Background: an optimization exercise with open tools, aiming at small area. Do not read the settings as production practice.
At most, simulation tests tie the RTL to the original design; equivalence was not proved.
Only the layout flow was run in run 1; the RTL was not checked for function there.
Power figures rest on the tool's default switching activity, not on a simulated workload.

<file path="flow/constraint.sdc">
create_clock -name core_clock -period 5.5 [get_ports {clk}]
set_input_delay 1.1000 -clock core_clock [delete_from_list [all_inputs] [get_ports {clk}]]
set_output_delay 1.1000 -clock core_clock [all_outputs]
set_load 0.01 [all_outputs]
</file>
<file path="flow/flow/downsize.tcl">
# Before floorplanning: put every logic cell that synthesis sized up back to
# its smallest drive strength of the same function; repair_design and
# repair_timing later size up only the cells that timing needs. Registers,
# buffers and clock cells are left as they are.
set db [ord::get_db]
set n 0
foreach inst [[ord::get_db_block] getInsts] {
  set m [[$inst getMaster] getName]
  if {![regexp {^(sky130_fd_sc_hd__[a-z0-9]+)_([0-9]+)$} $m -> base sz]} { continue }
  if {$sz eq "0" || $sz eq "1"} { continue }
  if {[regexp {df|dl|buf|clk|conb|tap|fill|decap|diode} $base]} { continue }
  foreach k {1 0} {
    set nm [$db findMaster ${base}_$k]
    if {$nm ne "NULL"} {
      $inst swapMaster $nm
      incr n
      break
    }
  }
}
puts "downsize.tcl: $n cells set to their smallest drive strength"
</file>
<file path="flow/flow/run.sh">
#!/bin/bash
set -euo pipefail
here=$(cd "$(dirname "$0")" && pwd)
bash standard.sh \
  "BUFFER_PORTS_ARGS=-buffer_cell sky130_fd_sc_hd__buf_1" \
  "PRE_FLOORPLAN_TCL=$here/downsize.tcl" \
  "CTS_ARGS=-sink_clustering_enable -repair_clock_nets -buf_list sky130_fd_sc_hd__clkbuf_8 -sink_clustering_size 16 -sink_clustering_max_diameter 70 -dont_use_dummy_load" \
  finish > standard.log 2>&1
</file>
<file path="flow/design.v">
module pipe_core (
    input  wire        clk,
    input  wire        rst,
    output wire [31:0] imem_addr,
    input  wire [31:0] imem_rdata,
    output wire [4:0]  rf_raddr1,
    output wire [4:0]  rf_raddr2,
    input  wire [31:0] rf_rdata1,
    input  wire [31:0] rf_rdata2,
    output wire        rf_we,
    output wire [4:0]  rf_waddr,
    output wire [31:0] rf_wdata,
    output wire [31:0] dmem_addr,
    output wire        dmem_re,
    output wire        dmem_we,
    output wire [31:0] dmem_wdata,
    input  wire [31:0] dmem_rdata,
    output wire [31:0] pc,
    output wire [31:0] ifid_instr,
    output wire [31:0] idex_instr,
    output wire [31:0] exmem_instr,
    output wire [31:0] memwb_instr
);
    reg [31:2] pc_q;         
    reg [31:0] ifid_q;
    reg [31:0] idex_q;
    reg [31:0] exmem_q;
    reg [31:0] memwb_q;
    reg [31:0] ex_a_q;       
    reg [31:0] ex_b_q;       
    reg        ex_sub_q;     
    reg [31:0] mem_alu_q;    
    reg [31:0] mem_wd_q;     
    reg [31:0] wb_q;         
    wire [5:0] d_op = ifid_q[31:26];
    wire [4:0] d_rs = ifid_q[25:21];
    wire [4:0] d_rt = ifid_q[20:16];
    wire [5:0] e_op = idex_q[31:26];
    wire       e_rtype = (e_op == 6'h00);
    wire       e_lw    = (e_op == 6'h23);
    wire       e_wr    = e_rtype | e_lw;
    wire [4:0] e_dst   = e_op[0] ? idex_q[20:16] : idex_q[15:11];
    wire [5:0] m_op = exmem_q[31:26];
    wire       m_lw = (m_op == 6'h23);
    wire       m_sw = (m_op == 6'h2B);
    wire       m_wr = (m_op == 6'h00) | m_lw;
    wire [4:0] m_dst = m_op[0] ? exmem_q[20:16] : exmem_q[15:11];
    wire [5:0] w_op = memwb_q[31:26];
    wire       w_wr = (w_op == 6'h00) | (w_op == 6'h23);
    wire [4:0] w_dst = w_op[0] ? memwb_q[20:16] : memwb_q[15:11];
    wire [31:0] e_res;
    pc_alu u_alu (.instr(idex_q), .sub(ex_sub_q), .a(ex_a_q), .b(ex_b_q), .res(e_res));
    wire [31:0] m_wb;
    pc_mux2 u_wb (.s(m_lw), .a1(dmem_rdata), .a0(mem_alu_q), .y(m_wb));
    wire d_rs_nz = |d_rs;
    wire d_rt_nz = |d_rt;
    wire m_hit_rs = m_wr & (m_dst == d_rs) & d_rs_nz;
    wire m_hit_rt = m_wr & (m_dst == d_rt) & d_rt_nz;
    wire e_hit_rs = e_wr & (e_dst == d_rs) & d_rs_nz;
    wire e_hit_rt = e_wr & (e_dst == d_rt) & d_rt_nz;
    wire        d_equal;
    wire [31:0] d_xn, d_yn;      
    pc_equnit u_eq (.hs(m_hit_rs), .ht(m_hit_rt), .a(rf_rdata1), .b(rf_rdata2), .c(mem_alu_q),
                    .equal(d_equal), .xn(d_xn), .yn(d_yn));
    wire a_se  = e_hit_rs;
    wire a_sl  = ~e_hit_rs & m_hit_rs & m_lw;
    wire a_sqn = e_hit_rs | (m_hit_rs & m_lw);
    wire b_se  = e_hit_rt;
    wire b_sl  = ~e_hit_rt & m_hit_rt & m_lw;
    wire b_sqn = e_hit_rt | (m_hit_rt & m_lw);
    wire [31:0] d_fa, d_fb;
    pc_fwd u_fa (.se(a_se), .sl(a_sl), .sqn(a_sqn), .e(e_res), .d(dmem_rdata), .qn(d_xn), .y(d_fa));
    pc_fwd u_fb (.se(b_se), .sl(b_sl), .sqn(b_sqn), .e(e_res), .d(dmem_rdata), .qn(d_yn), .y(d_fb));
    wire        d_beq   = (d_op == 6'h04);
    wire        d_j     = (d_op == 6'h02);
    wire        d_taken = d_beq & d_equal;
    wire [31:2] d_next;
    pc_next u_next (.pc(pc_q), .instr(ifid_q[25:0]), .taken(d_taken), .jump(d_j), .rst(rst), .next(d_next));
    assign imem_addr   = {pc_q, 2'b00};
    assign pc          = {pc_q, 2'b00};
    assign rf_raddr1   = d_rs;
    assign rf_raddr2   = d_rt;
    assign rf_we       = w_wr;
    assign rf_waddr    = w_dst;
    assign rf_wdata    = wb_q;
    assign dmem_addr   = mem_alu_q;
    assign dmem_re     = m_lw;
    assign dmem_we     = m_sw;
    assign dmem_wdata  = mem_wd_q;
    assign ifid_instr  = ifid_q;
    assign idex_instr  = idex_q;
    assign exmem_instr = exmem_q;
    assign memwb_instr = memwb_q;
    always @(posedge clk) begin
        if (rst) begin
            ifid_q  <= 32'd0;
            idex_q  <= 32'd0;
            exmem_q <= 32'd0;
            memwb_q <= 32'd0;
        end else begin
            ifid_q  <= imem_rdata;
            idex_q  <= ifid_q;
            exmem_q <= idex_q;
            memwb_q <= exmem_q;
        end
    end
    always @(posedge clk) begin
        ex_sub_q  <= ~ifid_q[31] & ifid_q[1];
        ex_a_q    <= d_fa;
        ex_b_q    <= d_fb;
        pc_q      <= d_next;      
        mem_alu_q <= e_res;
        mem_wd_q  <= ex_b_q;
        wb_q      <= m_wb;
    end
endmodule
module pc_bk_add #(parameter N = 32) (
    input  wire [N-1:0] a,
    input  wire [N-1:0] b,
    input  wire         cin,
    output wire [N-1:0] s,
    output wire         cout
);
    localparam integer TOPD = (N > 32) ? 32 : (N > 16) ? 16 : (N > 8) ? 8 : (N > 4) ? 4 : (N > 2) ? 2 : 1;
    reg [N-1:0] g, p;
    reg [N:0]   c;
    integer i, d;
    always @(*) begin
        g = a & b;
        p = a ^ b;
        g[0] = g[0] | (p[0] & cin);
        for (d = 1; d < N; d = d * 2)
            for (i = 2 * d - 1; i < N; i = i + 2 * d) begin
                g[i] = g[i] | (p[i] & g[i-d]);
                p[i] = p[i] & p[i-d];
            end
        for (d = TOPD; d >= 1; d = d / 2)
            for (i = 3 * d - 1; i < N; i = i + 2 * d) begin
                g[i] = g[i] | (p[i] & g[i-d]);
                p[i] = p[i] & p[i-d];
            end
        c[0] = cin;
        for (i = 0; i < N; i = i + 1)
            c[i+1] = g[i];
    end
    assign s    = a ^ b ^ c[N-1:0];
    assign cout = c[N];
endmodule
module pc_alu (input wire [31:0] instr, input wire sub, input wire [31:0] a, input wire [31:0] b, output wire [31:0] res);
    wire [5:0] fn  = instr[5:0];
    wire       imm = instr[31];
    wire       fok = ~imm & fn[5] & ~fn[4];
    wire       f_add = imm | (fok & (fn[3:0] == 4'h0)) | (fok & (fn[3:0] == 4'h2));
    wire       f_and = fok & (fn[3:0] == 4'h4);
    wire       f_or  = fok & (fn[3:0] == 4'h5);
    wire       f_slt = fok & (fn[3:0] == 4'hA);
    wire       k_c = f_add;
    wire       k_g = f_or | f_and;
    wire       k_p = ~f_add & ~f_or;
    wire       immn = ~imm;
    wire [31:0] tn, bx, p, g, kn;
    wire [32:0] c;
    wire [15:0] ivn;
    assign c[0] = sub;
    genvar i;
    generate
        for (i = 0; i < 16; i = i + 1) begin : g_imm
            c_inv u_i (.a(instr[i]), .y(ivn[i]));
        end
        for (i = 0; i < 32; i = i + 1) begin : g_bit
            c_xnor2 u_t (.a(b[i]), .b(sub), .y(tn[i]));
            c_o22ai u_b (.a1(immn), .a2(ivn[i < 16 ? i : 15]), .b1(imm), .b2(tn[i]), .y(bx[i]));
            c_ha    u_h (.a(a[i]), .b(bx[i]), .s(p[i]), .co(g[i]));
            c_a222oi u_k (.a1(k_c), .a2(c[i]), .b1(k_g), .b2(g[i]), .c1(k_p), .c2(p[i]), .y(kn[i]));
        end
        for (i = 1; i < 32; i = i + 1) begin : g_res
            c_xnor2 u_r (.a(p[i]), .b(kn[i]), .y(res[i]));
        end
    endgenerate
    wire r0;
    c_xnor2 u_r0 (.a(p[0]), .b(kn[0]), .y(r0));
    assign res[0] = r0 | (f_slt & ~c[32]);
    pc_gr_carry u_cy (.g(g), .p(p), .cin(sub), .c(c[32:1]));
endmodule
module pc_gr_carry (input wire [31:0] g, input wire [31:0] p, input wire cin, output wire [31:0] c);
    wire [8:0] cg;           
    assign cg[0] = cin;
    genvar m;
    generate
        for (m = 0; m < 8; m = m + 1) begin : grp
            wire t1, t2, gg, pg;
            c_a21o u_t1 (.a1(p[4*m+1]), .a2(g[4*m]),   .b1(g[4*m+1]), .y(t1));
            c_a21o u_t2 (.a1(p[4*m+2]), .a2(t1),       .b1(g[4*m+2]), .y(t2));
            c_a21o u_gg (.a1(p[4*m+3]), .a2(t2),       .b1(g[4*m+3]), .y(gg));
            c_and4 u_pg (.a(p[4*m]), .b(p[4*m+1]), .c(p[4*m+2]), .d(p[4*m+3]), .y(pg));
            c_a21o u_cg (.a1(pg), .a2(cg[m]), .b1(gg), .y(cg[m+1]));
            c_a21o u_c0 (.a1(p[4*m]),   .a2(cg[m]),    .b1(g[4*m]),   .y(c[4*m]));
            c_a21o u_c1 (.a1(p[4*m+1]), .a2(c[4*m]),   .b1(g[4*m+1]), .y(c[4*m+1]));
            c_a21o u_c2 (.a1(p[4*m+2]), .a2(c[4*m+1]), .b1(g[4*m+2]), .y(c[4*m+2]));
            assign c[4*m+3] = cg[m+1];
        end
    endgenerate
endmodule
module pc_equnit (input wire hs, input wire ht, input wire [31:0] a, input wire [31:0] b,
                  input wire [31:0] c, output wire equal, output wire [31:0] xn, output wire [31:0] yn);
    wire hsn, htn;
    c_inv u_hsn (.a(hs), .y(hsn));
    c_inv u_htn (.a(ht), .y(htn));
    wire [31:0] eq;
    wire [7:0]  ne4;
    wire [1:0]  eq16;
    genvar i;
    generate
        for (i = 0; i < 32; i = i + 1) begin : g_bit
            c_o22ai u_x (.a1(hsn), .a2(c[i]), .b1(hs), .b2(a[i]), .y(xn[i]));
            c_o22ai u_y (.a1(htn), .a2(c[i]), .b1(ht), .b2(b[i]), .y(yn[i]));
            c_xnor2 u_e (.a(xn[i]), .b(yn[i]), .y(eq[i]));
        end
        for (i = 0; i < 8; i = i + 1) begin : g_grp
            c_nand4 u_n (.a(eq[4*i]), .b(eq[4*i+1]), .c(eq[4*i+2]), .d(eq[4*i+3]), .y(ne4[i]));
        end
        for (i = 0; i < 2; i = i + 1) begin : g_half
            c_nor4 u_h (.a(ne4[4*i]), .b(ne4[4*i+1]), .c(ne4[4*i+2]), .d(ne4[4*i+3]), .y(eq16[i]));
        end
    endgenerate
    c_and2 u_eq (.a(eq16[0]), .b(eq16[1]), .y(equal));
endmodule
module pc_fwd (input wire se, input wire sl, input wire sqn, input wire [31:0] e, input wire [31:0] d,
               input wire [31:0] qn, output wire [31:0] y);
    wire [31:0] t;
    genvar i;
    generate
        for (i = 0; i < 32; i = i + 1) begin : g_bit
            c_a22oi u_t (.a1(se), .a2(e[i]), .b1(sl), .b2(d[i]), .y(t[i]));
            c_o21ai u_y (.a1(sqn), .a2(qn[i]), .b1(t[i]), .y(y[i]));
        end
    endgenerate
endmodule
module pc_mux2 (input wire s, input wire [31:0] a1, input wire [31:0] a0, output wire [31:0] y);
    wire sn;
    c_inv u_sn (.a(s), .y(sn));
    genvar i;
    generate
        for (i = 0; i < 32; i = i + 1) begin : g_bit
            c_a22o u_y (.a1(s), .a2(a1[i]), .b1(sn), .b2(a0[i]), .y(y[i]));
        end
    endgenerate
endmodule
module pc_next (input wire [31:2] pc, input wire [25:0] instr, input wire taken, input wire jump,
                input wire rst, output wire [31:2] next);
    wire [15:0] pc_lo = pc[17:2];
    wire [13:0] pc_hi = pc[31:18];
    wire [15:0] br_lo;
    wire        br_c16;
    pc_bk_add #(.N(16)) u_pc_br (.a(pc_lo), .b(instr[15:0]), .cin(1'b1), .s(br_lo), .cout(br_c16));
    reg  [16:0] lo_run;      
    reg  [13:0] hi_inc;      
    reg  [13:0] hi_dec;      
    integer k;
    always @(*) begin
        lo_run[0] = 1'b1;
        for (k = 0; k < 16; k = k + 1) lo_run[k+1] = lo_run[k] & pc_lo[k];
        hi_inc[0] = 1'b1;
        hi_dec[0] = 1'b1;
        for (k = 0; k < 13; k = k + 1) begin
            hi_inc[k+1] = hi_inc[k] & pc_hi[k];
            hi_dec[k+1] = hi_dec[k] & ~pc_hi[k];
        end
    end
    wire [15:0] pc4_lo = pc_lo ^ lo_run[15:0];
    wire up   = taken ? (~instr[15] & br_c16) : lo_run[16];
    wire down = taken & instr[15] & ~br_c16;
    wire s_j  = jump & ~rst;
    wire s_nj = ~jump & ~rst;
    wire s_b  = taken & ~jump & ~rst;
    wire s_p  = ~taken & ~jump & ~rst;
    wire [15:0] nn;
    wire [13:0] x, y;
    genvar i;
    generate
        for (i = 0; i < 16; i = i + 1) begin : g_lo
            c_a222oi u_n (.a1(s_j), .a2(instr[i]), .b1(s_b), .b2(br_lo[i]), .c1(s_p), .c2(pc4_lo[i]), .y(nn[i]));
            c_inv    u_y (.a(nn[i]), .y(next[i+2]));
        end
        for (i = 0; i < 14; i = i + 1) begin : g_hi
            c_a22o u_x (.a1(up), .a2(hi_inc[i]), .b1(down), .b2(hi_dec[i]), .y(x[i]));
            if (i < 10) begin : j
                c_xor2 u_s (.a(pc_hi[i]), .b(x[i]), .y(y[i]));
                c_a22o u_y (.a1(s_j), .a2(instr[16+i]), .b1(s_nj), .b2(y[i]), .y(next[18+i]));
            end else begin : k
                c_xnor2 u_s (.a(pc_hi[i]), .b(x[i]), .y(y[i]));
                c_nor2  u_y (.a(rst), .b(y[i]), .y(next[18+i]));
            end
        end
    endgenerate
endmodule
module c_inv (input wire a, output wire y); assign y = ~a; endmodule
module c_nand2 (input wire a, input wire b, output wire y); assign y = ~(a & b); endmodule
module c_nor2 (input wire a, input wire b, output wire y); assign y = ~(a | b); endmodule
module c_and2 (input wire a, input wire b, output wire y); assign y = a & b; endmodule
module c_nand4 (input wire a, input wire b, input wire c, input wire d, output wire y); assign y = ~(a & b & c & d); endmodule
module c_nor4 (input wire a, input wire b, input wire c, input wire d, output wire y); assign y = ~(a | b | c | d); endmodule
module c_o22ai (input wire a1, input wire a2, input wire b1, input wire b2, output wire y); assign y = ~((a1 | a2) & (b1 | b2)); endmodule
module c_xnor2 (input wire a, input wire b, output wire y); assign y = ~(a ^ b); endmodule
module c_a21o (input wire a1, input wire a2, input wire b1, output wire y); assign y = (a1 & a2) | b1; endmodule
module c_a222oi (input wire a1, input wire a2, input wire b1, input wire b2, input wire c1, input wire c2, output wire y); assign y = ~((a1 & a2) | (b1 & b2) | (c1 & c2)); endmodule
module c_ha (input wire a, input wire b, output wire s, output wire co); assign s = a ^ b; assign co = a & b; endmodule
module c_a22oi (input wire a1, input wire a2, input wire b1, input wire b2, output wire y); assign y = ~((a1 & a2) | (b1 & b2)); endmodule
module c_a22o (input wire a1, input wire a2, input wire b1, input wire b2, output wire y); assign y = (a1 & a2) | (b1 & b2); endmodule
module c_o21ai (input wire a1, input wire a2, input wire b1, output wire y); assign y = ~((a1 | a2) & b1); endmodule
module c_and4 (input wire a, input wire b, input wire c, input wire d, output wire y); assign y = a & b & c & d; endmodule
module c_xor2 (input wire a, input wire b, output wire y); assign y = a ^ b; endmodule
</file>
<file path="flow/standard.sh">
#!/bin/bash
# synth_recipe.tcl (not shown) runs the flow's synth.tcl, then flattens the netlist and writes it again
# the make line also repeats each setting of config.mk as NAME=value (left out here)
make -C /OpenROAD-flow-scripts/flow DESIGN_CONFIG=/design/flow/config.mk WORK_HOME=/design/flow/orfs CLKGATE_MAP_FILE= SYNTH_SCRIPT=/design/flow/synth_recipe.tcl "${@:-finish}"
</file>
<file path="flow/config.mk">
export PLATFORM = sky130hd
export DESIGN_NAME = pipe_core
export DESIGN_NICKNAME = pipe_core
export VERILOG_FILES = /design/flow/design.v
export SDC_FILE = /design/flow/constraint.sdc
export NUM_CORES = 4
export LEC_CHECK = 0
export CAP_MARGIN = 20
export CORE_MARGIN = 2
export CORE_UTILIZATION = 60
export SLEW_MARGIN = 20
export SYNTH_HIERARCHICAL = 1
</file>
==> notes.md, run 1 <==
- Status: finished clean
- N_diodes: 0
- Clk pin slew, worst setup/hold paths: 0.10 ns
- Lkg Pwr: 0.00647 uW
- Vias in the first global route: 11752
- WS Path Type: reg2reg
- WHS: 0.364 ns
- Die width: 155 um
- DR vias/cell: 6.11
- VDD IR-drop max: 0.000305 V
- WP data required: 5.96 ns
- Crit end category: register
- Max Cap Viol: 0
- Tot GR Track Use: 0.336
- Placer Congestion: ~0.91
- Clk_skew: 0.0503 ns
- DR WL/cell: 21.2 um
- Post-DP HPWL: around 30 mm
- Initial antenna violation count: 0
- Max clock buf depth: 3
- Critical Path Start Type: register
- CTS Buf Count: 23
- Die height: 155 um
- Post-layout nets: 1939
- PortBufs: 431
- DRT iter0 DRCs: 1207
- Largest net degree at the start of global routing: 73
- Crit path arrival time: between 5 and 6 ns
- Placeable Area: 22600 sq um
- Max Clock Freq: 194 MHz
- Pwr/cell area: 386 nW/um^2
- TritonCTS Sinks: 319
- DRC Markers: 0
- Final hold viol count: 0
- # IOs: 436
- Post-DRT Antenna Nets: 0
- Slew Viols, Final: 0
- Die area: ~24000 sq um
- CTS tree: built
- Synth Instances: ~1300
- Drt first pass iters: 9
- Post-Route WL: 42.8 mm
- Grt total ovfl: 0
- Share of cells above drive strength 1: 0.0351
- CTS H-tree lvls: 1
- Worst-Skew Late Latency: 0.59 ns
- Final worst path period need: 5.15 ns
- Slew HR: 0.247
- Setup Total Neg Slack: 0 ns
- Root Buffer: clkbuf_8
- Site Rows: 55
- Worst-path fanout max: 21
- Slew @ Worst Pin: between 1 and 1.5 ns
- Worst min path class: reg2reg
- First-pass GRT wire length: between 60 and 70 mm
- Initial Util: 0.609
- RSZ-0062 raised after global routing: no
- Routed vias: 12351
- Warning count from the yosys run: 9
- Final Setup Violations: 0
- Final period util: 0.936
## power breakdown
part	internal [uW]	total, uW	switching, uW
Combinational	854	1970	1120
Clock	377	1100	724
Sequential	2750	3060	313
Total	3980	6140	2160
## registers in the layout, indices dropped and copies added (netlist names), 32 cells and up
register   flops
mem_alu_q     32
wb_q          32
memwb_q       32
mem_wd_q      32
ex_b_q        32
ifid_q        32
exmem_q       32
idex_q        32
ex_a_q        32
## per-stage QoR
| step | worst slack, ns | instance area (sq um) | utilization | cells | power [uW] |
|---|---|---|---|---|---|
| finish | 0.351 | 15900 | 0.704 | 2022 | 6140 |
| detailed placement | 0.157 | 15500 | 0.688 | 1996 | 5030 |
| global placement | 0.485 | 15500 | 0.688 | 1996 | 5000 |
| floorplan | 0.0932 | 13800 | - | 1321 | 4390 |
| global route | 0.0375 | 15900 | 0.704 | 2022 | 6460 |
| CTS | 0.106 | 15800 | 0.702 | 2019 | 6100 |
## worst paths after layout
check             slack [ns]  depth (start not counted)         from           end
setup / recovery        0.35                         19  exmem_q[26]      pc_q[26]
hold / removal          0.36                          0   ex_b_q[31]  mem_wd_q[31]
setup reg to reg        0.35                         19  exmem_q[26]      pc_q[26]
hold reg to reg         0.36                          0   ex_b_q[31]  mem_wd_q[31]
## what timing repair did
action	CTS	global route
endpoints found under the setup margin	0	30
gates resized for setup	0	5
hold buffers	0	0
buffers inserted	0	2
## worst max-delay path, stage by stage, from the launching register on
cell and delay, ns:
dfxtp_1 0.57, mux2i_1 0.42, xnor2_1 0.12, nor4_1 0.37
nand2_1 0.16, nor2_4 0.11, inv_1 0.43, buf_4 0.39
o22ai_1 0.27, xnor2_1 0.16, nand4_1 0.18, nor4_1 0.36
and2_1 0.22, nand2_1 0.07, nor3_2 0.25, o21ai_0 0.15
buf_4 0.21, a22o_1 0.25, xor2_1 0.16, a22o_1 0.19
## area by class of cell
cell class              count  area (sq um)
fillers                  1870          6680
repair inverters            1          7.51
inverters                  60           229
flip-flops and latches    319          6390
well taps                 285           357
clock buffers              23           317
multi-input cells         879          6790
repair buffers            455          1800
## cell usage in the layout, fill, tap and decap left out, types with 6 or more instances in the layout
cell type  count
ha_1          61
buf_4         24
nand4_1       11
clkbuf_8      23
a21o_1        58
a21oi_1        6
inv_1         59
and4_1         8
nor2b_1      129
a222oi_1      48
nor3_1        17
buf_1        430
nor4_1         8
xnor2_1      120
or4_1          6
o21ai_1       64
xor2_1        16
nand2_1       14
o22ai_1       96
a22oi_1       64
nor2_1        17
a22o_1        56
mux2i_1       10
conb_1         7
fa_1           9
dfxtp_1      317
## metal layers
layer	GRT usage	up-vias	part of all wire
li1	-	5688	-
met4	0.124	0	0.032
met2	0.555	677	0.47
met1	0.434	5891	0.40
met3	0.0749	95	0.097
met5	0	-	0
==> inputs of run 2 (changes only) <==
--- a/flow/design.v
+++ b/flow/design.v
@@ -52,12 +52,25 @@
     pc_alu u_alu (.instr(idex_q), .sub(ex_sub_q), .a(ex_a_q), .b(ex_b_q), .res(e_res));
     wire [31:0] m_wb;
     pc_mux2 u_wb (.s(m_lw), .a1(dmem_rdata), .a0(mem_alu_q), .y(m_wb));
-    wire d_rs_nz = |d_rs;
-    wire d_rt_nz = |d_rt;
-    wire m_hit_rs = m_wr & (m_dst == d_rs) & d_rs_nz;
-    wire m_hit_rt = m_wr & (m_dst == d_rt) & d_rt_nz;
-    wire e_hit_rs = e_wr & (e_dst == d_rs) & d_rs_nz;
-    wire e_hit_rt = e_wr & (e_dst == d_rt) & d_rt_nz;
+    wire [4:0] f_rs = imem_rdata[25:21];
+    wire [4:0] f_rt = imem_rdata[20:16];
+    wire [5:0] d_opx = ifid_q[31:26];
+    wire       d_wr  = (d_opx == 6'h00) | (d_opx == 6'h23);
+    wire [4:0] d_dst = d_opx[0] ? ifid_q[20:16] : ifid_q[15:11];
+    reg m_hit_rs, m_hit_rt, e_hit_rs, e_hit_rt;
+    always @(posedge clk) begin
+        if (rst) begin
+            m_hit_rs <= 1'b0;
+            m_hit_rt <= 1'b0;
+            e_hit_rs <= 1'b0;
+            e_hit_rt <= 1'b0;
+        end else begin
+            m_hit_rs <= e_wr & (e_dst == f_rs) & (|f_rs);
+            m_hit_rt <= e_wr & (e_dst == f_rt) & (|f_rt);
+            e_hit_rs <= d_wr & (d_dst == f_rs) & (|f_rs);
+            e_hit_rt <= d_wr & (d_dst == f_rt) & (|f_rt);
+        end
+    end
     wire        d_equal;
     wire [31:0] d_xn, d_yn;      
     pc_equnit u_eq (.hs(m_hit_rs), .ht(m_hit_rt), .a(rf_rdata1), .b(rf_rdata2), .c(mem_alu_q),
--- a/flow/config.mk
+++ b/flow/config.mk
@@ -5,8 +5,8 @@
 export SDC_FILE = /design/flow/constraint.sdc
 export NUM_CORES = 4
 export LEC_CHECK = 0
-export CAP_MARGIN = 20
+export CAP_MARGIN = 0
 export CORE_MARGIN = 2
 export CORE_UTILIZATION = 60
-export SLEW_MARGIN = 20
+export SLEW_MARGIN = 0
 export SYNTH_HIERARCHICAL = 1
==> notes.md, run 2 <==
- Status: finished clean
- Site Rows: 55
- DRT iter0 DRCs: 1246
- Post-DP HPWL: approximately 31 mm
- DR vias/cell: 6.04
- Grt total ovfl: 0
- Crit path arrival time: 5.08 ns
- # IOs: around 440
- Post-DRT Antenna Nets: 0
- Drt first pass iters: 6
- Largest net degree at the start of global routing: 97
- DRC Markers: 0
- # resized after CTS: 0
- Slew HR: 0.188
- Final std cells w/o fill: 2018
- Synth Instances: 1317
- Share of cells above drive strength 1: 0.0294
- Wire length on met2: 19.4 mm
- Slew Viols, Final: 0
- Initial antenna violation count: 0
- Post-Route WL: about 42 mm
- Max clock buf depth: 3
- Die width: 156 um
- Top layer in use: met4
- Most frequent cells in the layout: buf_1 (430), dfxtp_1 (321), nor2b_1 (128)
- DR WL/cell: approximately 21 um
- Clk pin slew, worst setup/hold paths: ~0.10 ns
- Final period util: 0.838
- RSZ-0062 raised after global routing: no
- CTS Buf Count: 24
- Slew @ Worst Pin: 1.21 ns
- Setup Total Neg Slack: 0 ns
- Fillcell total: 1813
- WP data required: around 6 ns
- Initial Util: 0.611
- Met1 wire length: 17.5 mm
- Final worst path period need: 4.61 ns
- Crit end category: register
- Placed Cells: 1994
- Clk_skew: 0.0614 ns
- Warning count from the yosys run: 9
- WS Path Type: reg2reg
- Lkg Pwr: 0.00646 uW
- PortBufs: 431
- CTS tree: built
- Most common cell after layout, fill and taps aside: buf_1
- Max Cap Viol: 0
- TritonCTS Sinks: between 300 and 400
- Pwr/cell area: about 320 nW/um^2
- N_diodes: 0
- Die height: approximately 160 um
- Worst min path class: reg2reg
- Vias in the first global route: 11322
- Met3 Wirelength: 3.71 mm
- CTS H-tree lvls: 1
- Worst-Skew Late Latency: 0.58 ns
- Post-layout nets: 1935
- Post-CTS setup buffers: 0
- Placeable Area: 22600 sq um
- Final hold viol count: 0
- Critical Path Start Type: register
- First-pass GRT wire length: 63.3 mm
- Hold_buf cts: 0
- Worst-path fanout max: 41
- Tot GR Track Use: 0.331
- Die area: 24300 sq um
- Power Total: 5100 uW
- Final Setup Violations: 0
- Routed vias: 12185
- Root Buffer: clkbuf_8
- VDD IR-drop max: roughly 0.00024 V
- Placer Congestion: ~0.9
- Max Clock Freq: between 200 and 250 MHz
run 2: stage by stage:
step	instance area, sq um	utilization	hold WS [ns]	worst slack [ns]
2_1_floorplan	13800	-	0.350	0.289
6_report	15900	0.702	0.373	0.889
5_1_grt	15900	0.702	0.385	0.674
3_3_place_gp	15600	0.687	0.355	1.08
4_1_cts	15900	0.702	0.376	0.970
3_5_place_dp	15600	0.687	0.358	0.996
run 2: metal layers:
metal  global-route usage  up-vias
met3               0.0600       84
met1                0.451     5757
met5                    0        -
met4                0.114        0
li1                     -     5682
met2                0.534      662
run 2: final cells by class:
cell class                 instances  area, sq um  share of cell area
sequential                       323         6470               0.407
timing repair buffer             450         1760               0.111
multi-input combinational        877         6750               0.425
tap                              285          357              0.0224
clock buffer                      24          330              0.0208
inverter                          59          221              0.0139
run 2: report_power, final:
group	switching [uW]	internal [uW]
sequential	222	2620
clock	714	391
combinational	668	487
run 2: path summary, 6_finish.rpt:
| path | startpoint | endpoint | slack, ns | cells past startpoint |
|---|---|---|---|---|
| worst min register to register | ex_b_q[18] | mem_wd_q[18] | 0.37 | 0 |
| worst max-delay path | idex_q[31] | ex_b_q[31] | 0.89 | 20 |
| worst min-delay path | ex_b_q[18] | mem_wd_q[18] | 0.37 | 0 |
| worst max register to register | idex_q[31] | ex_b_q[31] | 0.89 | 20 |
run 2: worst max-delay path, stage by stage, from the launching register on:
cell,delay [ns]
dfxtp_2,0.34
buf_4,0.41
o22ai_1,0.15
ha_1,0.37
a21o_1,0.21
a21o_1,0.16
a21o_1,0.15
a21o_1,0.18
a21o_1,0.19
a21o_1,0.20
a21o_1,0.19
a21o_1,0.21
a21o_1,0.20
a21o_1,0.23
a21o_1,0.20
a21o_1,0.17
a21o_1,0.15
a222oi_1,0.34
xnor2_1,0.17
a22oi_1,0.18
o21ai_1,0.09
==> inputs of run 3 (changes only) <==
--- a/flow/config.mk
+++ b/flow/config.mk
@@ -5,8 +5,8 @@
 export SDC_FILE = /design/flow/constraint.sdc
 export NUM_CORES = 4
 export LEC_CHECK = 0
-export CAP_MARGIN = 0
+export CAP_MARGIN = 20
 export CORE_MARGIN = 2
 export CORE_UTILIZATION = 60
-export SLEW_MARGIN = 0
+export SLEW_MARGIN = 20
 export SYNTH_HIERARCHICAL = 1
==> notes.md, run 3 <==
- TritonCTS Sinks: 323
- Setup Total Neg Slack: 0 ns
- CTS Buf Count: 24
- Tot GR Track Use: 0.331
- First-pass GRT wire length: 63.3 mm
- Slew Viols, Final: 0
- Die width: 156 um
- Final hold viol count: 0
- Slew @ Worst Pin: about 1.0 ns
- Placeable Area: 22600 sq um
- Clk_skew: approximately 0.063 ns
- Die height: ~160 um
- CP Depth: 20
- Post-Route WL: 42.1 mm
- # resized after CTS: 0
- DRT iter0 DRCs: between 1000 and 1500
- Pwr/cell area: around 320 nW/um^2
- Sw Ratio: 0.315
- Cell mode on critical path: a21o_1
- Area of all placed cells without fillers: 15900 sq um
- Synth Instances: 1317
- Most common cell after layout, fill and taps aside: buf_1
- Final Setup Violations: 0
- Placer Congestion: 0.909
- Initial Util: 0.611
- DRC Markers: 0
- RSZ-0062 raised after global routing: no
- Critical Path Start Type: register
- Status: finished clean
- Site Rows: 55
- Share of cells above drive strength 1: 0.0300
- DR WL/cell: 20.9 um
- Critical Path End: ex_b_q[31]
- CTS H-tree lvls: 1
- Drt first pass iters: 6
- # IOs: 436
- R2r setup slk: roughly 0.9 ns
- Buffers and inverters on the worst path: 1
- Final worst path period need: 4.58 ns
- PortBufs: 431
- Crit end category: register
- Initial antenna violation count: 0
- DR vias/cell: 6.09
- Die area: 24300 sq um
- Grt total ovfl: 0
- Seq pwr share: 0.557
- Largest net degree at the start of global routing: 97
- Worst-Skew Late Latency: 0.59 ns
- Slowest CP cell: buf_4
- Routed vias: 12285
- DP Area: 15600 sq um
- Worst r2r path cells: 20
- Warning count from the yosys run: 9
- VDD IR-drop max: 0.000246 V
- Root Buffer: clkbuf_8
- Switching Power: 1610 uW
- N_diodes: 0
- Slew HR: 0.309
- Lkg Pwr: ~0.0065 uW
- Post-DP HPWL: 30.7 mm
- Crit path arrival time: around 5 ns
- Power Total: 5110 uW
- Capturing point of the worst reg2reg path: ex_b_q[31]
- Final period util: 0.833
- Worst-path fanout max: 41
- Critical path, cell by cell: buf_4 -> o22ai_1 -> ha_1 -> a21o_1 -> a21o_1 -> a21o_1 -> a21o_1 -> a21o_1 -> a21o_1 -> a21o_1 -> a21o_1 -> a21o_1 -> a21o_1 -> a21o_1 -> a21o_1 -> a21o_1 -> a222oi_1 -> xnor2_1 -> a22oi_1 -> o21ai_1
- Hold_buf cts: 0
- CTS tree: built
- Reg2reg start: idex_q[31]
- WP data required: 5.97 ns
- Post-DRT Antenna Nets: 0
- Max clock buf depth: 3
- Max Clock Freq: approximately 220 MHz
- Vias in the first global route: 11322
- Post-layout nets: around 1900
- Clock power frac: 0.217
- Internal power: 3500 uW
- Post-CTS setup buffers: 0
- Post-layout util: 0.702
- WS Path Type: reg2reg
- Max Cap Viol: 0
- Worst min path class: reg2reg
- Worst Setup SP: idex_q[31]
- Most frequent cells in the layout: buf_1 (430), dfxtp_1 (321), nor2b_1 (128)
- Worst path top cell family by delay: compound AO/OA/AOI/OAI gates
- Clk pin slew, worst setup/hold paths: 0.10 ns
- Combinational share of power: 0.226
- Crit-path max cell delay: 0.40 ns
## run 3: changes by cell type in the layout (fill, tap and decap cells not counted), sizes merged
cell / before / now
clkinv: 0 / 1
inv: 59 / 58
## run 3: cell type report
| cell class | instances | area (sq um) |
|---|---|---|
| multi-input combinational | 877 | 6760 |
| fill | 1817 | 6740 |
| sequential | 323 | 6470 |
| timing repair buffer | 450 | 1760 |
| tap | 285 | 357 |
| clock buffer | 24 | 330 |
| inverter | 59 | 221 |
## run 3: how the worst min path moves through the flow
stage / start / end / cells past startpoint / slack (ns)
after floorplan: ex_b_q[0] / mem_wd_q[0] / 0 / 0.35
after global placement: ex_b_q[16] / mem_wd_q[16] / 0 / 0.36
after detailed placement: ex_b_q[16] / mem_wd_q[16] / 0 / 0.36
after CTS: ex_b_q[18] / mem_wd_q[18] / 0 / 0.38
after global routing: ex_b_q[11] / mem_wd_q[11] / 0 / 0.39
final: ex_b_q[11] / mem_wd_q[11] / 0 / 0.37
## run 3: metal layers
layer	routed length, um	share of wire	global-route usage
met5	0	0	0
met3	4060	0.096	0.0600
met4	1450	0.034	0.114
met1	17400	0.41	0.451
met2	19200	0.46	0.534
## run 3: power by group through the flow
stage	registers, uW	logic [uW]	clock network, uW
floorplan	2960	632	0
global placement	2880	1130	0
detailed placement	2890	1140	0
CTS	2840	1140	1130
global route	2870	1260	1210
finish	2840	1160	1110
## run 3: through the flow
step,setup WS [ns],std cells,hold WS [ns]
2_1_floorplan,0.289,1322,0.350
3_3_place_gp,1.08,1994,0.355
3_5_place_dp,0.996,1994,0.358
4_1_cts,0.970,2018,0.376
5_1_grt,0.677,2018,0.385
6_report,0.920,2018,0.374
==> inputs of run 4 (changes only) <==
==> flow/config.mk (replaced) <==
export PLATFORM = sky130hd
export DESIGN_NAME = pipe_core
export DESIGN_NICKNAME = pipe_core
export VERILOG_FILES = /design/flow/design.v
export SDC_FILE = /design/flow/constraint.sdc
export NUM_CORES = 4
export LEC_CHECK = 0
export CAP_MARGIN = 10
export CORE_MARGIN = 2
export CORE_UTILIZATION = 70
export SLEW_MARGIN = 10
export SYNTH_HIERARCHICAL = 1
==> notes.md, run 4 <==
- Critical path, cell by cell: inv_1 -> o22ai_1 -> ha_1 -> a21o_1 -> a21o_1 -> a21o_1 -> a21o_1 -> a21o_1 -> a21o_1 -> a21o_1 -> a21o_1 -> a21o_1 -> a21o_1 -> a21o_1 -> a21o_1 -> a21o_1 -> a222oi_1 -> xnor2_1 -> a22oi_1 -> o21ai_1
- Synth Instances: 1317
- Max Cap Viol: 0
- Buffers and inverters on the worst path: 1
- TritonCTS Sinks: approximately 320
- Final period util: 0.864
- Final Setup Violations: 0
- # resized after CTS: 0
- Slew Viols, Final: 0
- Clk_skew: 0.0557 ns
- Post-DP HPWL: 30.7 mm
- N_diodes: 0
- Placer Congestion: 0.941
- Fillcell total: about 1300
- Die width: 145 um
- DRT iter0 DRCs: ~1500
- WS Path Type: reg2reg
- Pwr/cell area: 322 nW/um^2
- Max Clock Freq: approximately 210 MHz
- Die height: 145 um
- PortBufs: 431
- Clk pin slew, worst setup/hold paths: ~0.1 ns
- Worst-path fanout max: 20
- Most frequent cells in the layout: buf_1 (430), dfxtp_1 (321), nor2b_1 (128)
- Die area: between 20000 and 25000 sq um
- DR vias/cell: 6.34
- Status: finished clean
- Most common cell after layout, fill and taps aside: buf_1
- Lkg Pwr: approximately 0.0065 uW
- Placeable Area: 19400 sq um
- Hold_buf cts: 0
- Crit path arrival time: 5.17 ns
- Setup Total Neg Slack: 0 ns
- Tot GR Track Use: 0.394
- First-pass GRT wire length: 64.1 mm
- Root Buffer: clkbuf_8
- CTS H-tree lvls: 1
- Worst-Skew Late Latency: 0.58 ns
- Post-DRT Antenna Nets: 0
- Critical Path Start Type: register
- WHS: 0.346 ns
- Post-layout nets: a little under 2000
- RSZ-0062 raised after global routing: no
- Slowest CP cell: inv_1
- WP data required: 5.92 ns
- Final hold viol count: 0
- Share of cells above drive strength 1: 0.0300
- Worst path top cell family by delay: compound AO/OA/AOI/OAI gates
- Slew @ Worst Pin: 1.29 ns
- Slew HR: 0.141
- Max clock buf depth: 3
- Warning count from the yosys run: 9
- Site Rows: 51
- DR WL/cell: 21.6 um
- Final worst path period need: 4.75 ns
- Final std cells w/o fill: 1998
- Vias in the first global route: 11825
- Crit-path max cell delay: about 0.53 ns
- VDD IR-drop max: about 0.00026 V
- Cell mode on critical path: a21o_1
- CTS Buf Count: 24
- Initial antenna violation count: 0
- Initial Util: 0.713
- Crit end category: register
- Post-Route WL: 43.2 mm
- Placed Cells: a little under 2000
- DRC Markers: 0
- CTS tree: built
- Drt first pass iters: 8
- Routed vias: 12672
- Post-CTS setup buffers: 0
- Worst min path class: reg2reg
- # IOs: 436
- Grt total ovfl: 0
- Largest net degree at the start of global routing: 70
- Power Total: 5110 uW
==> run 4: per-stage QoR <==
step                      setup WS [ns]  area, sq um   util
after floorplan                   0.289        13800      -
after global placement             1.03        15500  0.801
after detailed placement          0.907        15500  0.801
after CTS                         0.842        15900  0.818
after global routing              0.499        15900  0.818
final                             0.750        15900  0.818
==> run 4: routing by layer <==
layer / wire, um / global-route usage
met1: 16300 / 0.500
met2: 19700 / 0.623
met3: 4610 / 0.0904
met4: 2520 / 0.216
met5: 0 / 0
==> run 4: path summary, 6_finish.rpt <==
| path | from | end | slack, ns | cells past startpoint |
|---|---|---|---|---|
| worst min-delay path | ex_b_q[9] | mem_wd_q[9] | 0.35 | 0 |
| worst max register to register | idex_q[31] | ex_b_q[31] | 0.75 | 20 |
| worst min register to register | ex_b_q[9] | mem_wd_q[9] | 0.35 | 0 |
| worst max-delay path | idex_q[31] | ex_b_q[31] | 0.75 | 20 |
==> run 4: where the power goes <==
part	internal, uW	total (uW)	switching (uW)
clock network	392	1110	715
registers	2620	2850	226
logic	487	1160	673
==> run 4: layout make-up <==
type                    instances  area (sq um)  share of cell area
flip-flops and latches        323          6470               0.408
repair buffers                450          1760               0.111
multi-input cells             877          6760               0.426
clock buffers                  24           330              0.0208
inverters                      59           221              0.0140
well taps                     265           332              0.0209
==> inputs of run 5 (changes only) <==
--- a/flow/design.v
+++ b/flow/design.v
@@ -195,12 +195,13 @@
     assign res[0] = r0 | (f_slt & ~c[32]);
     pc_gr_carry u_cy (.g(g), .p(p), .cin(sub), .c(c[32:1]));
 endmodule
-module pc_gr_carry (input wire [31:0] g, input wire [31:0] p, input wire cin, output wire [31:0] c);
-    wire [8:0] cg;           
+module pc_gr_carry #(parameter NG = 8) (input wire [4*NG-1:0] g, input wire [4*NG-1:0] p, input wire cin,
+                                        output wire [4*NG-1:0] c);
+    wire [NG:0] cg;          
     assign cg[0] = cin;
     genvar m;
     generate
-        for (m = 0; m < 8; m = m + 1) begin : grp
+        for (m = 0; m < NG; m = m + 1) begin : grp
             wire t1, t2, gg, pg;
             c_a21o u_t1 (.a1(p[4*m+1]), .a2(g[4*m]),   .b1(g[4*m+1]), .y(t1));
             c_a21o u_t2 (.a1(p[4*m+2]), .a2(t1),       .b1(g[4*m+2]), .y(t2));
@@ -265,7 +266,16 @@
     wire [13:0] pc_hi = pc[31:18];
     wire [15:0] br_lo;
     wire        br_c16;
-    pc_bk_add #(.N(16)) u_pc_br (.a(pc_lo), .b(instr[15:0]), .cin(1'b1), .s(br_lo), .cout(br_c16));
+    wire [15:0] bp, bg, bc;
+    genvar h;
+    generate
+        for (h = 0; h < 16; h = h + 1) begin : g_bpg
+            c_ha u_h (.a(pc_lo[h]), .b(instr[h]), .s(bp[h]), .co(bg[h]));
+        end
+    endgenerate
+    pc_gr_carry #(.NG(4)) u_bc (.g(bg), .p(bp), .cin(1'b1), .c(bc));
+    assign br_lo  = bp ^ {bc[14:0], 1'b1};
+    assign br_c16 = bc[15];
     reg  [16:0] lo_run;      
     reg  [13:0] hi_inc;      
     reg  [13:0] hi_dec;      
==> flow/flow/run.sh (replaced) <==
#!/bin/bash
set -euo pipefail
here=$(cd "$(dirname "$0")" && pwd)
bash standard.sh \
  "BUFFER_PORTS_ARGS=-buffer_cell sky130_fd_sc_hd__buf_1" \
  "PRE_FLOORPLAN_TCL=$here/downsize.tcl" \
  "CTS_ARGS=-sink_clustering_enable -repair_clock_nets -buf_list sky130_fd_sc_hd__clkbuf_16 -sink_clustering_size 28 -sink_clustering_max_diameter 70 -dont_use_dummy_load" \
  finish > standard.log 2>&1
==> flow/config.mk (replaced) <==
export PLATFORM = sky130hd
export DESIGN_NAME = pipe_core
export DESIGN_NICKNAME = pipe_core
export VERILOG_FILES = /design/flow/design.v
export SDC_FILE = /design/flow/constraint.sdc
export NUM_CORES = 4
export LEC_CHECK = 0
export CAP_MARGIN = 20
export CORE_MARGIN = 2
export CORE_UTILIZATION = 60
export SLEW_MARGIN = 20
export SYNTH_HIERARCHICAL = 1
==> notes.md, run 5 <==
- Status: finished clean
- Drt first pass iters: 6
- Slew HR: 0.184
- Crit-path max cell delay: about 0.58 ns
- DP Area: ~16000 sq um
- WP data required: 5.86 ns
- Clk pin slew, worst setup/hold paths: 0.10 ns
- Sw Ratio: 0.304
- Post-layout nets: 1914
- Setup Total Neg Slack: 0 ns
- N_diodes: 0
- Final period util: 0.880
- DRT iter0 DRCs: 1247
- Routed vias: 12225
- Tot GR Track Use: 0.331
- Largest net degree at the start of global routing: 76
- DR vias/cell: 6.10
- Critical Path Start Type: register
- Final worst path period need: 4.84 ns
- First-pass GRT wire length: 63.5 mm
- Pwr/cell area: 328 nW/um^2
- Hold_buf cts: 0
- Share of cells above drive strength 1: 0.0256
- Final worst slack: 0.658 ns
- Post-DP HPWL: 30.6 mm
- Switching Power: 1590 uW
- Final Setup Violations: 0
- Slew @ Worst Pin: 1.22 ns
- WHS: 0.371 ns
- Buffers and inverters on the worst path: 2
- DR WL/cell: 20.9 um
- Grt total ovfl: 0
- Worst path top cell family by delay: compound AO/OA/AOI/OAI gates
- Initial Util: 0.611
- Vias in the first global route: ~11000
- Crit path arrival time: 5.21 ns
- Seq pwr share: 0.545
- Placeable Area: 22600 sq um
- TritonCTS Sinks: around 320
- Combinational share of power: 0.222
- # resized after CTS: 0
- Clk_skew: 0.0449 ns
- Die height: 156 um
- Post-Route WL: 42.0 mm
- Clock power frac: 0.234
- Most frequent cells in the layout: buf_1 (430), dfxtp_1 (321), nor2b_1 (128)
- Max Cap Viol: 0
- PortBufs: 431
- Post-DRT Antenna Nets: 0
- Worst-Skew Late Latency: 0.51 ns
- CTS tree: built
- Warning count from the yosys run: 8
- Internal power: about 3600 uW
- Worst min path class: reg2reg
- Area of all placed cells without fillers: between 15000 and 20000 sq um
- Site Rows: 55
- CTS H-tree lvls: 1
- RSZ-0062 raised after global routing: no
- VDD IR-drop max: 0.000266 V
- Crit end category: register
- Max Clock Freq: 207 MHz
- Critical path, cell by cell: inv_1 -> buf_4 -> o22ai_1 -> ha_1 -> a21o_1 -> a21o_1 -> a21o_1 -> a21o_1 -> a21o_1 -> a21o_1 -> a21o_1 -> a21o_1 -> a21o_1 -> a21o_1 -> a21o_1 -> a21o_1 -> a222oi_1 -> xnor2_1 -> a22oi_1 -> o21ai_1
- Initial antenna violation count: 1
- CTS Buf Count: 16
- Most common cell after layout, fill and taps aside: buf_1
- Slew Viols, Final: 0
- Die width: 156 um
- Root Buffer: clkbuf_16
- Die area: 24200 sq um
- # IOs: 436
- Slowest CP cell: dfxtp_2
- Worst-path fanout max: 27
- Max clock buf depth: 3
- Dpl ws: between 0.7 and 0.8 ns
- DRC Markers: 0
- Placer Congestion: 0.893
- Lkg Pwr: 0.00671 uW
- Final hold viol count: 0
- Cell mode on critical path: a21o_1
- WS Path Type: reg2reg
- Post-CTS setup buffers: 0
- Synth Instances: around 1300
- Fillcell total: between 1500 and 2000
## run 5: path summary, 6_finish.rpt
check | from | cells after the start | endpoint | slack [ns]
worst max-delay path | idex_q[31] | 20 | ex_b_q[31] | 0.66
worst min-delay path | ex_b_q[11] | 0 | mem_wd_q[11] | 0.37
worst max register to register | idex_q[31] | 20 | ex_b_q[31] | 0.66
worst min register to register | ex_b_q[11] | 0 | mem_wd_q[11] | 0.37
## run 5: final cells by class
type | count | area, sq um | share of cell area
Clock buffer | 16 | 400 | 0.0251
Multi-Input combinational cell | 884 | 6780 | 0.425
Sequential cell | 323 | 6470 | 0.406
Timing Repair Buffer | 449 | 1760 | 0.110
Inverter | 47 | 176 | 0.0111
Tap cell | 285 | 357 | 0.0224
## run 5: worst register-to-register path, stage by stage, from the launching register on
cell and delay, ns:
dfxtp_2 0.58, inv_1 0.20, buf_4 0.28, o22ai_1 0.21
ha_1 0.31, a21o_1 0.20, a21o_1 0.15, a21o_1 0.19
a21o_1 0.22, a21o_1 0.21, a21o_1 0.21, a21o_1 0.21
a21o_1 0.20, a21o_1 0.22, a21o_1 0.19, a21o_1 0.17
a21o_1 0.15, a222oi_1 0.37, xnor2_1 0.19, a22oi_1 0.20
o21ai_1 0.08
## run 5: per-stage QoR
stage | total power (uW) | util | instances
6_report | 5220 | 0.706 | 2004
5_1_grt | 5450 | 0.706 | 2004
4_1_cts | 5220 | 0.706 | 2004
3_5_place_dp | 4020 | 0.688 | 1988
3_3_place_gp | 4000 | 0.688 | 1988
2_1_floorplan | 3590 | - | 1317
## run 5: per-layer routing
layer | vias up | routed length, um | track usage
met2 | 745 | 19200 | 0.542
met1 | 5699 | 17200 | 0.442
li1 | 5689 | - | -
met3 | 90 | 4160 | 0.0628
met4 | 2 | 1360 | 0.115
met5 | - | 13 | 0
## run 5: power by group through the flow
stage | combinational, uW | sequential (uW) | clock (uW)
2_1_floorplan | 635 | 2950 | 0
3_3_place_gp | 1120 | 2880 | 0
3_5_place_dp | 1130 | 2890 | 0
4_1_cts | 1140 | 2830 | 1240
5_1_grt | 1250 | 2870 | 1320
6_report | 1160 | 2840 | 1220
==> inputs of run 6 (changes only) <==
==> flow/flow/run.sh (replaced) <==
#!/bin/bash
set -euo pipefail
here=$(cd "$(dirname "$0")" && pwd)
bash standard.sh \
  "BUFFER_PORTS_ARGS=-buffer_cell sky130_fd_sc_hd__buf_1" \
  "PRE_FLOORPLAN_TCL=$here/downsize.tcl" \
  "CTS_ARGS=-sink_clustering_enable -repair_clock_nets -buf_list sky130_fd_sc_hd__clkbuf_8 -sink_clustering_size 20 -sink_clustering_max_diameter 50 -dont_use_dummy_load" \
  finish > standard.log 2>&1
==> notes.md, run 6 <==
- Initial Util: 0.611
- Internal power: around 3600 uW
- Crit end category: register
- DRC Markers: 0
- Final worst path period need: 4.76 ns
- Share of cells above drive strength 1: 0.0340
- Drt first pass iters: 9
- Placer Congestion: 0.893
- Routed vias: 12272
- Grt total ovfl: 0
- Most common cell after layout, fill and taps aside: buf_1
- Final worst slack: 0.743 ns
- Synth Instances: 1311
- CTS H-tree lvls: 1
- First-pass GRT wire length: approximately 64 mm
- Lkg Pwr: just under 0.007 uW
- Root Buffer: clkbuf_8
- Crit path arrival time: between 5 and 6 ns
- DR vias/cell: around 6.1
- Critical Path Start Type: register
- Crit-path max cell delay: a little under 0.6 ns
- Combinational share of power: 0.221
- Worst path top cell family by delay: compound AO/OA/AOI/OAI gates
- Status: finished clean
- R2r setup slk: 0.74 ns
- Post-DRT Antenna Nets: 0
- Max clock buf depth: 3
- VDD IR-drop max: 0.000298 V
- N_diodes: 0
- Slew HR: 0.210
- Worst min path class: reg2reg
- WP data required: 5.99 ns
- PortBufs: approximately 430
- Initial antenna violation count: 0
- Slew Viols, Final: 0
- Worst-Skew Late Latency: 0.62 ns
- TritonCTS Sinks: 323
- # resized after CTS: 0
- Final hold viol count: 0
- Placeable Area: 22600 sq um
- # IOs: 436
- Post-DP HPWL: 30.6 mm
- Slowest CP cell: dfxtp_2
- Max Clock Freq: around 210 MHz
- Tot GR Track Use: 0.334
- Final period util: 0.865
- Die height: 156 um
- Post-layout nets: 1929
- Switching Power: 1620 uW
- Site Rows: 55
- Cell mode on critical path: a21o_1
- Post-CTS setup buffers: 0
- Clk pin slew, worst setup/hold paths: 0.11 ns
- Vias in the first global route: 11531
- Seq pwr share: 0.544
- Pwr/cell area: 327 nW/um^2
- Max Cap Viol: 0
- Slew @ Worst Pin: 1.19 ns
- Post-Route WL: 42.3 mm
- WHS: 0.355 ns
- DRT iter0 DRCs: 1325
- Die area: 24200 sq um
- Die width: 156 um
- Clk_skew: 0.0726 ns
- Critical path, cell by cell: inv_1 -> buf_4 -> o22ai_1 -> ha_1 -> a21o_1 -> a21o_1 -> a21o_1 -> a21o_1 -> a21o_1 -> a21o_1 -> a21o_1 -> a21o_1 -> a21o_1 -> a21o_1 -> a21o_1 -> a21o_1 -> a222oi_1 -> xnor2_1 -> a22oi_1 -> o21ai_1
- Post-layout util: 0.707
- DR WL/cell: about 21 um
- Largest net degree at the start of global routing: 76
- Warning count from the yosys run: 8
- Worst-path fanout max: 27
- Most frequent cells in the layout: buf_1 (430), dfxtp_1 (321), nor2b_1 (128)
- RSZ-0062 raised after global routing: no
- CTS Buf Count: 31
- Dpl ws: 0.790 ns
- Setup Total Neg Slack: 0 ns
- Sw Ratio: 0.310
- Final Setup Violations: 0
- CTS tree: built
- Clock power frac: 0.235
- WS Path Type: reg2reg
- Hold_buf cts: 0
- Buffers and inverters on the worst path: 2
## run 6: area by class of cell
| cell class | instances | area, sq um |
|---|---|---|
| tap | 285 | 357 |
| sequential | 323 | 6470 |
| fill | 1879 | 6610 |
| clock buffer | 31 | 427 |
| multi-input combinational | 884 | 6780 |
| inverter | 47 | 176 |
| timing repair buffer | 449 | 1760 |
## run 6: final timing paths
path                            startpoint           to  cells after the start
worst max-delay path            idex_q[31]   ex_b_q[31]                     20
worst min-delay path             ex_b_q[6]  mem_wd_q[6]                      0
worst max register to register  idex_q[31]   ex_b_q[31]                     20
worst min register to register   ex_b_q[6]  mem_wd_q[6]                      0
## run 6: metrics by stage
stage / cells / total power [uW] / instance area (sq um)
4_1_cts: 2019 / 5230 / 16000
5_1_grt: 2019 / 5460 / 16000
3_5_place_dp: 1988 / 4020 / 15500
3_3_place_gp: 1988 / 4000 / 15500
6_report: 2019 / 5230 / 16000
2_1_floorplan: 1317 / 3590 / 13800
## run 6: power by group through the flow
stage / Sequential [uW] / Clock, uW / Combinational, uW
finish: 2840 / 1230 / 1150
global placement: 2880 / 0 / 1120
CTS: 2840 / 1250 / 1140
detailed placement: 2890 / 0 / 1130
global route: 2870 / 1340 / 1250
floorplan: 2950 / 0 / 635
## run 6: layer usage
| layer | up-vias | track usage | share of wire |
|---|---|---|---|
| met5 | - | 0 | 0 |
| li1 | 5714 | - | - |
| met2 | 726 | 0.541 | 0.46 |
| met4 | 0 | 0.119 | 0.034 |
| met3 | 97 | 0.0717 | 0.10 |
| met1 | 5735 | 0.444 | 0.41 |
==> inputs of run 7 (changes only) <==
==> flow/flow/run.sh (replaced) <==
#!/bin/bash
set -euo pipefail
here=$(cd "$(dirname "$0")" && pwd)
bash standard.sh \
  "BUFFER_PORTS_ARGS=-buffer_cell sky130_fd_sc_hd__buf_1" \
  "PRE_FLOORPLAN_TCL=$here/downsize.tcl" \
  "CTS_ARGS=-sink_clustering_enable -repair_clock_nets -buf_list {sky130_fd_sc_hd__clkbuf_4 sky130_fd_sc_hd__clkbuf_8 sky130_fd_sc_hd__clkbuf_16} -sink_clustering_size 16 -sink_clustering_max_diameter 70 -dont_use_dummy_load" \
  finish > standard.log 2>&1
==> notes.md, run 7 <==
- # IOs: around 440
- DR WL/cell: 21.2 um
- Power Total: 5540 uW
- Initial antenna violation count: 0
- Critical Path Start Type: register
- Max Clock Freq: slightly above 200 MHz
- Crit end category: register
- Final hold viol count: 0
- Root Buffer: clkbuf_16
- WP data required: 5.91 ns
- Site Rows: 55
- Slew HR: 0.325
- Placeable Area: roughly 23000 sq um
- PortBufs: 431
- DRC Markers: 0
- Grt total ovfl: 0
- Crit path arrival time: 5.24 ns
- Die width: ~160 um
- First-pass GRT wire length: 64.1 mm
- Post-layout util: 0.715
- Drt first pass iters: 8
- CTS Buf Count: 24
- R2r setup slk: 0.67 ns
- CTS H-tree lvls: 1
- Share of cells above drive strength 1: 0.0313
- Routed vias: 12295
- Post-layout nets: 1923
- Worst-Skew Late Latency: between 0.5 and 0.6 ns
- Largest net degree at the start of global routing: 76
- Status: finished clean
- Worst-path fanout max: 27
- Warning count from the yosys run: 8
- VDD IR-drop max: about 0.00029 V
- N_diodes: 0
- Pwr/cell area: 343 nW/um^2
- Initial Util: 0.611
- Most frequent cells in the layout: buf_1 (430), dfxtp_1 (321), nor2b_1 (128)
- WS Path Type: reg2reg
- Final worst path period need: 4.83 ns
- Post-CTS setup buffers: 0
- Most common cell after layout, fill and taps aside: buf_1
- Die height: 156 um
- Max Cap Viol: 0
- Slew Viols, Final: 0
- Synth Instances: 1311
- CTS tree: built
- # resized after CTS: 0
- RSZ-0062 raised after global routing: no
- DRT iter0 DRCs: 1400
- Lkg Pwr: 0.00681 uW
- Final Setup Violations: 0
- Max clock buf depth: 3
- Setup Total Neg Slack: 0 ns
- DR vias/cell: 6.11
- Post-DRT Antenna Nets: 0
- Placed Cells: 1988
- Vias in the first global route: 11453
- Tot GR Track Use: 0.335
- Post-Route WL: 42.7 mm
- Post-DP HPWL: 30.6 mm
- Die area: 24200 sq um
- Clk_skew: 0.0414 ns
- Worst min path class: reg2reg
- Clk pin slew, worst setup/hold paths: 0.08 ns
- Hold_buf cts: 0
- Final period util: 0.878
- TritonCTS Sinks: roughly 320
- Placer Congestion: 0.893
- Slew @ Worst Pin: 1.01 ns
- Fillcell total: 1822
- Final std cells w/o fill: 2013
[run 7: per-layer routing]
| metal | wire (um) | GRT usage | vias up |
|---|---|---|---|
| met5 | 0 | 0 | - |
| met4 | 1610 | 0.124 | 0 |
| met3 | 4080 | 0.0669 | 98 |
| met2 | 19500 | 0.542 | 743 |
| met1 | 17500 | 0.446 | 5756 |
| li1 | - | - | 5698 |
[run 7: through the flow]
step | area [sq um] | hold WS (ns) | setup WS (ns)
6_report | 16100 | 0.366 | 0.671
5_1_grt | 16100 | 0.374 | 0.381
4_1_cts | 16100 | 0.367 | 0.726
3_5_place_dp | 15500 | 0.361 | 0.790
3_3_place_gp | 15500 | 0.358 | 0.981
2_1_floorplan | 13800 | 0.350 | 0.289
[run 7: layout make-up]
cell class,count,area (sq um),area share
multi-input cells,884,6780,0.420
clock buffers,24,601,0.0372
inverters,47,176,0.0109
flip-flops and latches,323,6470,0.401
repair buffers,450,1760,0.109
well taps,285,357,0.0221
[run 7: power breakdown]
group	switching [uW]	total (uW)	internal, uW
logic	669	1160	489
clock network	774	1540	768
registers	224	2840	2620
total	1670	5540	3880
[run 7: worst paths after layout]
path         startpoint  cells past startpoint      endpoint
max          idex_q[31]                     20    ex_b_q[31]
min          ex_b_q[16]                      0  mem_wd_q[16]
max reg2reg  idex_q[31]                     20    ex_b_q[31]
min reg2reg  ex_b_q[16]                      0  mem_wd_q[16]
[run 7: critical path: stages, from the launching register on]
cell      delay, ns
dfxtp_2        0.57
inv_1          0.19
buf_4          0.28
o22ai_1        0.21
ha_1           0.31
a21o_1         0.20
a21o_1         0.15
a21o_1         0.19
a21o_1         0.21
a21o_1         0.20
a21o_1         0.21
a21o_1         0.20
a21o_1         0.19
a21o_1         0.22
a21o_1         0.19
a21o_1         0.17
a21o_1         0.15
a222oi_1       0.37
xnor2_1        0.18
a22oi_1        0.20
o21ai_1        0.09
==> inputs of run 8 (changes only) <==
==> flow/flow/run.sh (replaced) <==
#!/bin/bash
set -euo pipefail
here=$(cd "$(dirname "$0")" && pwd)
bash standard.sh \
  "BUFFER_PORTS_ARGS=-buffer_cell sky130_fd_sc_hd__buf_1" \
  "PRE_FLOORPLAN_TCL=$here/downsize.tcl" \
  "CTS_ARGS=-sink_clustering_enable -repair_clock_nets -buf_list sky130_fd_sc_hd__clkbuf_8 -sink_clustering_size 16 -sink_clustering_max_diameter 70 -dont_use_dummy_load" \
  finish > standard.log 2>&1
==> notes.md, run 8 <==
- Final worst path period need: about 4.8 ns
- Warning count from the yosys run: 8
- Tot GR Track Use: 0.332
- Worst-path fanout max: 27
- Initial Util: 0.611
- DRT iter0 DRCs: roughly 1300
- TritonCTS Sinks: 323
- Max Clock Freq: 207 MHz
- Placeable Area: 22600 sq um
- Lkg Pwr: 0.00670 uW
- First-pass GRT wire length: between 60 and 70 mm
- Final hold viol count: 0
- Vias in the first global route: roughly 11000
- CTS tree: built
- # resized after CTS: 0
- Max Cap Viol: 0
- Area of all placed cells without fillers: 15900 sq um
- DP Area: 15500 sq um
- VDD IR-drop max: 0.000256 V
- Crit path arrival time: 5.28 ns
- Max clock buf depth: 3
- Critical Path Start Type: register
- Share of cells above drive strength 1: 0.0312
- CTS Buf Count: 24
- Slew HR: 0.326
- Status: finished clean
- Pwr/cell area: 322 nW/um^2
- Worst r2r path cells: 20
- DR vias/cell: 6.08
- Slew Viols, Final: 0
- Clk pin slew, worst setup/hold paths: 0.11 ns
- Final worst slack: 0.675 ns
- Final period util: 0.877
- Root Buffer: clkbuf_8
- Clk_skew: 0.0658 ns
- Initial antenna violation count: 0
- Reg2reg start: idex_q[31]
- Post-layout util: 0.704
- # IOs: 436
- Placer Congestion: between 0.8 and 0.9
- WHS Path Cells: 0
- Worst min path class: reg2reg
- WS Path Type: reg2reg
- Post-CTS setup buffers: 0
- Final Setup Violations: 0
- Post-DP HPWL: 30.6 mm
- Routed vias: 12237
- Die area: 24200 sq um
- Grt total ovfl: 0
- Hold EP: mem_wd_q[9]
- WP data required: between 5 and 6 ns
- Capturing point of the worst reg2reg path: ex_b_q[31]
- Dpl ws: 0.790 ns
- R2r setup slk: approximately 0.67 ns
- DR WL/cell: approximately 21 um
- Slew @ Worst Pin: 1.01 ns
- Most common cell after layout, fill and taps aside: buf_1
- N_diodes: 0
- Most frequent cells in the layout: buf_1 (430), dfxtp_1 (321), nor2b_1 (128)
- Crit end category: register
- Site Rows: 55
- Die width: between 150 and 200 um
- Hold_buf cts: 0
- CTS H-tree lvls: 1
- Post-Route WL: 42.2 mm
- Largest net degree at the start of global routing: 76
- Drt first pass iters: 9
- Post-layout nets: roughly 1900
- Synth Instances: roughly 1300
- DRC Markers: 0
- Die height: 156 um
- PortBufs: approximately 430
- Worst-Skew Late Latency: about 0.58 ns
- RSZ-0062 raised after global routing: no
- Setup Total Neg Slack: 0 ns
- Worst hold path startpoint: ex_b_q[9]
- Post-DRT Antenna Nets: 0
-- run 8: worst max-delay path, stage by stage, from the launching register on --
cell and delay, ns:
dfxtp_2 0.58, inv_1 0.19, buf_4 0.27, o22ai_1 0.20
ha_1 0.31, a21o_1 0.20, a21o_1 0.16, a21o_1 0.19
a21o_1 0.21, a21o_1 0.20, a21o_1 0.21, a21o_1 0.21
a21o_1 0.20, a21o_1 0.22, a21o_1 0.19, a21o_1 0.17
a21o_1 0.15, a222oi_1 0.36, xnor2_1 0.18, a22oi_1 0.20
o21ai_1 0.08
-- run 8: layout make-up --
cell class,instances,area (sq um)
clock buffers,24,330
fillers,1854,6690
multi-input cells,884,6780
repair buffers,451,1780
flip-flops and latches,323,6470
well taps,285,357
inverters,47,176
-- run 8: worst max-delay path by stage --
stage	slack, ns	to	startpoint
2_1_floorplan	0.29	wb_q[0]	exmem_q[28]
3_3_place_gp	0.98	ex_a_q[31]	idex_q[31]
3_5_place_dp	0.79	ex_b_q[31]	idex_q[31]
4_1_cts	0.72	ex_b_q[31]	idex_q[31]
5_1_grt	0.40	ex_b_q[31]	idex_q[31]
6_report	0.67	ex_b_q[31]	idex_q[31]
-- run 8: layer usage --
| layer | GRT usage | routed length, um | vias up |
|---|---|---|---|
| li1 | - | - | 5693 |
| met1 | 0.448 | 17600 | 5753 |
| met2 | 0.535 | 19100 | 697 |
| met3 | 0.0622 | 3920 | 94 |
| met4 | 0.120 | 1510 | 0 |
| met5 | 0 | 0 | - |
-- run 8: report_power, final --
part / internal (uW) / switching [uW]
clock: 391 / 720
sequential: 2620 / 221
combinational: 491 / 667
-- run 8: metrics by stage --
| stage | hold WS (ns) | power (uW) | instances |
|---|---|---|---|
| after global placement | 0.358 | 4000 | 1988 |
| after detailed placement | 0.361 | 4020 | 1988 |
| final | 0.359 | 5110 | 2014 |
| after global routing | 0.372 | 5330 | 2014 |
| after CTS | 0.363 | 5100 | 2012 |
| after floorplan | 0.350 | 3590 | 1317 |

[afterwards: timing with drivers on the ports]
The results above use ideal ports. As a check the final layouts listed here were re-extracted and re-timed, cells and wires unchanged.
Step 1 (the two cells are an assumption about what drives the block):
set clk [get_ports {clk}]
set_driving_cell -lib_cell sky130_fd_sc_hd__clkbuf_16 $clk
set_driving_cell -lib_cell sky130_fd_sc_hd__buf_2 [delete_from_list [all_inputs] $clk]
Step 2 also shifts input and output timing later by t, the mid clock arrival at the registers, as if the neighbouring blocks saw the same clock.
Three values: no drivers, after step 1, after step 2; two values: the first two.
run	shift t [ns]	setup slack, ns	worst hold slack (ns)	worst setup path at the end
run 1	0.611	0.351 / 0.351 / 0.351	0.364 / 0.364 / 0.364	register to register
run 2	0.597	0.889 / 0.889 / 0.889	0.373 / 0.373 / 0.373	register to register
run 3	0.599	0.920 / 0.920 / 0.920	0.374 / 0.374 / 0.374	register to register
run 4	0.595	0.750 / 0.750 / 0.750	0.346 / 0.346 / 0.346	register to register
run 5	0.540	0.658 / 0.658 / 0.658	0.371 / 0.371 / 0.371	register to register
run 6	0.631	0.743 / 0.743 / 0.698	0.355 / 0.355 / 0.355	input to register
run 7	0.562	0.671 / 0.671 / 0.671	0.366 / 0.366 / 0.366	register to register
run 8	0.590	0.675 / 0.675 / 0.675	0.359 / 0.359 / 0.359	register to register
After both steps every run listed still meets setup and hold. The setup slack of run 6, which loses most, moves by 0.000 ns with the drivers and by -0.045 ns with both steps.
